Source: an optimization exercise on an open RTL-to-GDS flow (aim: small area, a short achievable clock period and few clock cycles per item). Production flows keep margins and buffers that such runs may drop. Only simulation tests tie the RTL to the original design; equivalence was not proved. No activity file was given, so power comes from the tool's default toggle rates.

job 9205:
==> flow/design.v (excerpt) <==
module gcr62_codec (
    input  wire       clk,
    input  wire       rst,
    input  wire       in_valid,
    output reg        in_ready,
    input  wire [7:0] in_data,
    input  wire       in_mode,
    output reg        out_valid,
    input  wire       out_ready,
    output reg  [7:0] out_data,
    output reg        out_last,
    output reg        out_err,
    output reg        out_ckerr
);
    function [7:0] nib_rom;
        input [5:0] v;
        begin
            case (v)
                6'd0:  nib_rom = 8'h96;  6'd1:  nib_rom = 8'h97;
                6'd2:  nib_rom = 8'h9A;  6'd3:  nib_rom = 8'h9B;
                6'd4:  nib_rom = 8'h9D;  6'd5:  nib_rom = 8'h9E;
                6'd6:  nib_rom = 8'h9F;  6'd7:  nib_rom = 8'hA6;
                6'd8:  nib_rom = 8'hA7;  6'd9:  nib_rom = 8'hAB;
                6'd10: nib_rom = 8'hAC;  6'd11: nib_rom = 8'hAD;
                6'd12: nib_rom = 8'hAE;  6'd13: nib_rom = 8'hAF;
                6'd14: nib_rom = 8'hB2;  6'd15: nib_rom = 8'hB3;
                6'd16: nib_rom = 8'hB4;  6'd17: nib_rom = 8'hB5;
                6'd18: nib_rom = 8'hB6;  6'd19: nib_rom = 8'hB7;
                6'd20: nib_rom = 8'hB9;  6'd21: nib_rom = 8'hBA;
                6'd22: nib_rom = 8'hBB;  6'd23: nib_rom = 8'hBC;
                6'd24: nib_rom = 8'hBD;  6'd25: nib_rom = 8'hBE;
                6'd26: nib_rom = 8'hBF;  6'd27: nib_rom = 8'hCB;
                6'd28: nib_rom = 8'hCD;  6'd29: nib_rom = 8'hCE;
  ...
make LEC_CHECK=0 CAP_MARGIN=40 CORE_MARGIN=2 CORE_UTILIZATION=60 CTS_CLUSTER_DIAMETER=100 CTS_CLUSTER_SIZE=24 SLEW_MARGIN=60 finish   # period 13.0 ns
run.sh (not shown) runs the stock make flow with config.mk's settings and CLKGATE_MAP_FILE= SYNTH_SCRIPT=/design/flow/synth_recipe.tcl, a recipe that flattens the netlist after the stock synthesis.
Job 9205 did not stop at any stage, and its layout met the timing, design-rule and antenna checks.
Testbench counts of job 9205, summed over its fixed seeds: cycles 65,913, items 192.
Changes in job 2169 relative to job 9205:
- swapping 60 for 20 in SLEW_MARGIN
- swapping 40 for 20 in CAP_MARGIN
## What came out
- From job 9205 to job 2169 the numbers moved as follows: final area went down; total power shows a reduction of 0.50%; slack of the critical path fell by 0.70 ns.
- For job 2169, the slowest stage cell on the critical path was sky130_fd_sc_hd__a2111oi_0, unlike job 9205, where it was sky130_fd_sc_hd__clkdlybuf4s50_1.
Inputs modified between job 2169 and job 2571:
- SETUP_SLACK_MARGIN now 8.8, previously not set
- BUFFER_PORTS_ARGS now -buffer_cell sky130_fd_sc_hd__buf_4, previously not set
==> flow/flow/run.sh (new file) <==
#!/bin/bash
# Own flow: the standard layout (standard.sh, standard synthesis unchanged), with
#  - ports buffered with sky130_fd_sc_hd__buf_4 instead of the default port buffer;
#  - repair_timing aiming below the design's period (setup margin), so the resizer
#    works on the paths that set the achieved period.
# The SDC (clock period, I/O delays, loads) is the standard flow's, unchanged.
set -euo pipefail
cat >> config.mk <<'EOC'
export BUFFER_PORTS_ARGS = -buffer_cell sky130_fd_sc_hd__buf_4
export SETUP_SLACK_MARGIN = 8.8
EOC
bash standard.sh > standard_flow.log 2>&1
==> flow/standard.sh (new file) <==
#!/bin/bash
# synth_recipe.tcl (not shown) runs the flow's synth.tcl, then flattens the netlist and writes it again
# the make line also repeats each setting of config.mk as NAME=value (left out here)
make -C /OpenROAD-flow-scripts/flow DESIGN_CONFIG=/design/flow/config.mk WORK_HOME=/design/flow/orfs CLKGATE_MAP_FILE= SYNTH_SCRIPT=/design/flow/synth_recipe.tcl "${@:-finish}"
removed: flow/run.sh
Results
Non-filler instance count after layout across job 2169 and job 2571: no real change.
Global-route wire length before repair for job 2571: 0.61% up relative to job 2169
Cmp job 2169 and job 2571 / combinational power / higher: job 2169
Final instance area essentially unchanged between job 2571 and job 2169.
[compare] base=job 2169 new=job 2571: insertion delay of the later-clocked pin in the worst-skew pair fell 0.02 ns, critical path data required time went up 0.04 ns.
Relative to job 2169, setup slack has increased by 0.85 ns in job 2571.
[compare] base=job 2169 new=job 2571: number of vias after detailed routing grew by 159, total power after layout neither gained nor lost much.

-- port drivers added, routing unchanged --
The results above use ideal ports. As a check the final layouts listed here were re-extracted and re-timed, cells and wires unchanged.
Step 1 (the two cells are an assumption about what drives the block):
set clk [get_ports {clk}]
set_driving_cell -lib_cell sky130_fd_sc_hd__clkbuf_16 $clk
set_driving_cell -lib_cell sky130_fd_sc_hd__buf_2 [delete_from_list [all_inputs] $clk]
Step 2 adds t to the input delays and takes it off the output delays; t is the mean of the earliest and latest rising clock arrival at the registers after step 1. Input paths then give back, and output paths get back, about the clock's delay inside the block.
Three values: ideal, step 1, step 2; two values: the first two.
run | shift t [ns] | setup slack, ns | latest minus earliest clock arrival (ns) | worst data-port slew with drivers (ns)
job 9205 | 0.847 | 8.669 / 8.579 / 8.391 | 0.050 / 0.051 | 0.06
job 2169 | 0.855 | 7.974 / 7.974 / 7.936 | 0.059 / 0.059 | 0.06
job 2571 | 0.844 | 8.826 / 8.826 / 8.735 | 0.054 / 0.054 | 0.04
After both steps setup and hold are still met in every run listed. The setup slack of job 9205, which loses most, moves by -0.090 ns with the drivers and by -0.278 ns with both steps.
